This is an optimization exercise on Yosys and OpenROAD, whose aim is small area, a short achievable clock period and few clock cycles, not a production implementation. Only simulation tests tie the RTL to the original design; equivalence was not proved. Power is estimated from default activity; no workload was simulated.

Design codec_unit, start of the top module:
module codec_unit (
    input  wire        clk,
    input  wire        rst,
    input  wire        reg_we,
    input  wire [3:0]  reg_addr,
    input  wire [31:0] reg_wdata,
    output wire        busy,
    output reg  [6:0]  status,
    output reg  [31:0] rcnt,
    output wire [31:0] rcons,
    output reg         mem_valid,
    output reg         mem_we,
    output wire [31:0] mem_addr,
    output reg  [7:0]  mem_wdata,
    input  wire        mem_ready,
    input  wire [7:0]  mem_rdata
);
==> flow/config.mk <==
export PLATFORM = sky130hd
export DESIGN_NAME = codec_unit
export DESIGN_NICKNAME = codec_unit
export VERILOG_FILES = /design/flow/design.v
export SDC_FILE = /design/flow/constraint.sdc
export NUM_CORES = 4
export LEC_CHECK = 0
export CAP_MARGIN = 20
export CORE_MARGIN = 2
export CORE_UTILIZATION = 60
export SLEW_MARGIN = 20
==> flow/constraint.sdc <==
create_clock -name core_clock -period 12.0 [get_ports {clk}]
set_input_delay 2.4000 -clock core_clock [delete_from_list [all_inputs] [get_ports {clk}]]
set_output_delay 2.4000 -clock core_clock [all_outputs]
set_load 0.01 [all_outputs]
standard.sh (not shown) runs the stock make flow with config.mk's settings and CLKGATE_MAP_FILE= SYNTH_SCRIPT=/design/flow/synth_recipe.tcl, a recipe that flattens the netlist after the stock synthesis.
==> flow/flow/run.sh <==
#!/bin/bash
set -o pipefail
export SETUP_SLACK_MARGIN=7
export TNS_END_PERCENT=0
bash standard.sh > standard.log 2>&1
The starting point produced a clean layout.
Testbench counts at the start, summed over its fixed seeds: cycles 221,008.
Next try:
==> flow/flow/run.sh (replaced) <==
#!/bin/bash
set -o pipefail
export SETUP_SLACK_MARGIN=8
export TNS_END_PERCENT=0
bash standard.sh > standard.log 2>&1
What happened: Fmax is higher by a few percent. Via count is higher slightly. Non-clock buffer count went down by 8.

* * *

Starting RTL as in the previous note.
// codec_unit
module codec_unit (
    input  wire        clk,
    input  wire        rst,
    input  wire        reg_we,
    input  wire [3:0]  reg_addr,
    input  wire [31:0] reg_wdata,
    output wire        busy,
    output reg  [6:0]  status,
    output reg  [31:0] rcnt,
    output wire [31:0] rcons,
    output reg         mem_valid,
    output reg         mem_we,
    output wire [31:0] mem_addr,
    output reg  [7:0]  mem_wdata,
    input  wire        mem_ready,
    input  wire [7:0]  mem_rdata
);
==> flow/config.mk <==
export PLATFORM = sky130hd
export DESIGN_NAME = codec_unit
export DESIGN_NICKNAME = codec_unit
export VERILOG_FILES = /design/flow/design.v
export SDC_FILE = /design/flow/constraint.sdc
export NUM_CORES = 4
export LEC_CHECK = 0
export CAP_MARGIN = 20
export CORE_MARGIN = 2
export CORE_UTILIZATION = 40
export CTS_BUF_LIST = sky130_fd_sc_hd__clkbuf_8
export SLEW_MARGIN = 20
==> flow/constraint.sdc <==
create_clock -name core_clock -period 12.0 [get_ports {clk}]
set_input_delay 2.4000 -clock core_clock [delete_from_list [all_inputs] [get_ports {clk}]]
set_output_delay 2.4000 -clock core_clock [all_outputs]
set_load 0.01 [all_outputs]
==> flow/flow/run.sh <==
#!/bin/bash
set -o pipefail
export SETUP_SLACK_MARGIN=8
export TNS_END_PERCENT=0
bash standard.sh > standard.log 2>&1
Testbench counts at the start, summed over its fixed seeds: cycles 221,008.
Next try:
==> flow/flow/run.sh (replaced) <==
#!/bin/bash
set -o pipefail
export SETUP_SLACK_MARGIN=7
export TNS_END_PERCENT=0
bash standard.sh > standard.log 2>&1
--- a/flow/config.mk
+++ b/flow/config.mk
@@ -10,3 +10,2 @@
 export CORE_UTILIZATION = 40
-export CTS_BUF_LIST = sky130_fd_sc_hd__clkbuf_8
 export SLEW_MARGIN = 20
What happened:
- The changed run ran to the end with no violations
- clock-buffer cell count fell by 27
- total power is higher by a few percent
- final area stays flat
- cell count is lower slightly
- hold slack improves by 12 ps
- sequential share of layout area is about the same
- utilization barely changes
- synthesized cell count stays the same
- wire length shrinks slightly
- setup slack is better by 49 ps
Next try:
==> flow/flow/run.sh (replaced) <==
#!/bin/bash
set -o pipefail
export SETUP_SLACK_MARGIN=6
bash standard.sh > standard.log 2>&1
What happened: Wire length came out lower by 0.84%; worst setup slack degrades by 470 ps; final area came out lower by 1.1%; sequential share of layout area came out higher by 0.29 points; total power came out lower by 0.38%; global-route usage came out lower by 0.37 points; critical path depth is unchanged; via count came out lower by 0.46%; cell count came out lower by 0.43%; sequential power hardly moves; non-clock buffer count came out lower by 26.

[what the ideal ports hide]
In the flow no input, the clock included, has a driving cell. The finished layouts below were timed again as built, in two steps.
Step 1 assumes that a clkbuf_16 drives the clock port and a buf_2 every other input.
Step 2 adds t to the input delays and takes it off the output delays; t is the mean of the earliest and latest rising clock arrival at the registers after step 1. Input paths then give back, and output paths get back, about the clock's delay inside the block.
Three values: ideal ports, drivers, drivers and shift; two values: the first two.
run | t (ns) | setup slack, ns | worst setup path at the end
the first run of note 1 | 0.685 | 6.368 / 6.302 / 5.808 | input to register
the second run of note 1 | 0.682 | 6.490 / 6.424 / 6.020 | input to register
the first run of note 2 | 0.791 | 6.463 / 6.463 / 5.888 | input to register
the second run of note 2 | 0.708 | 6.512 / 6.512 / 5.932 | input to register
the third run of note 2 | 0.706 | 6.045 / 6.045 / 5.508 | input to register
After both steps setup and hold are still met in every run listed. For the second run of note 2, which loses most, drivers alone change the setup slack by 0.000 ns; drivers and shift together by -0.580 ns.
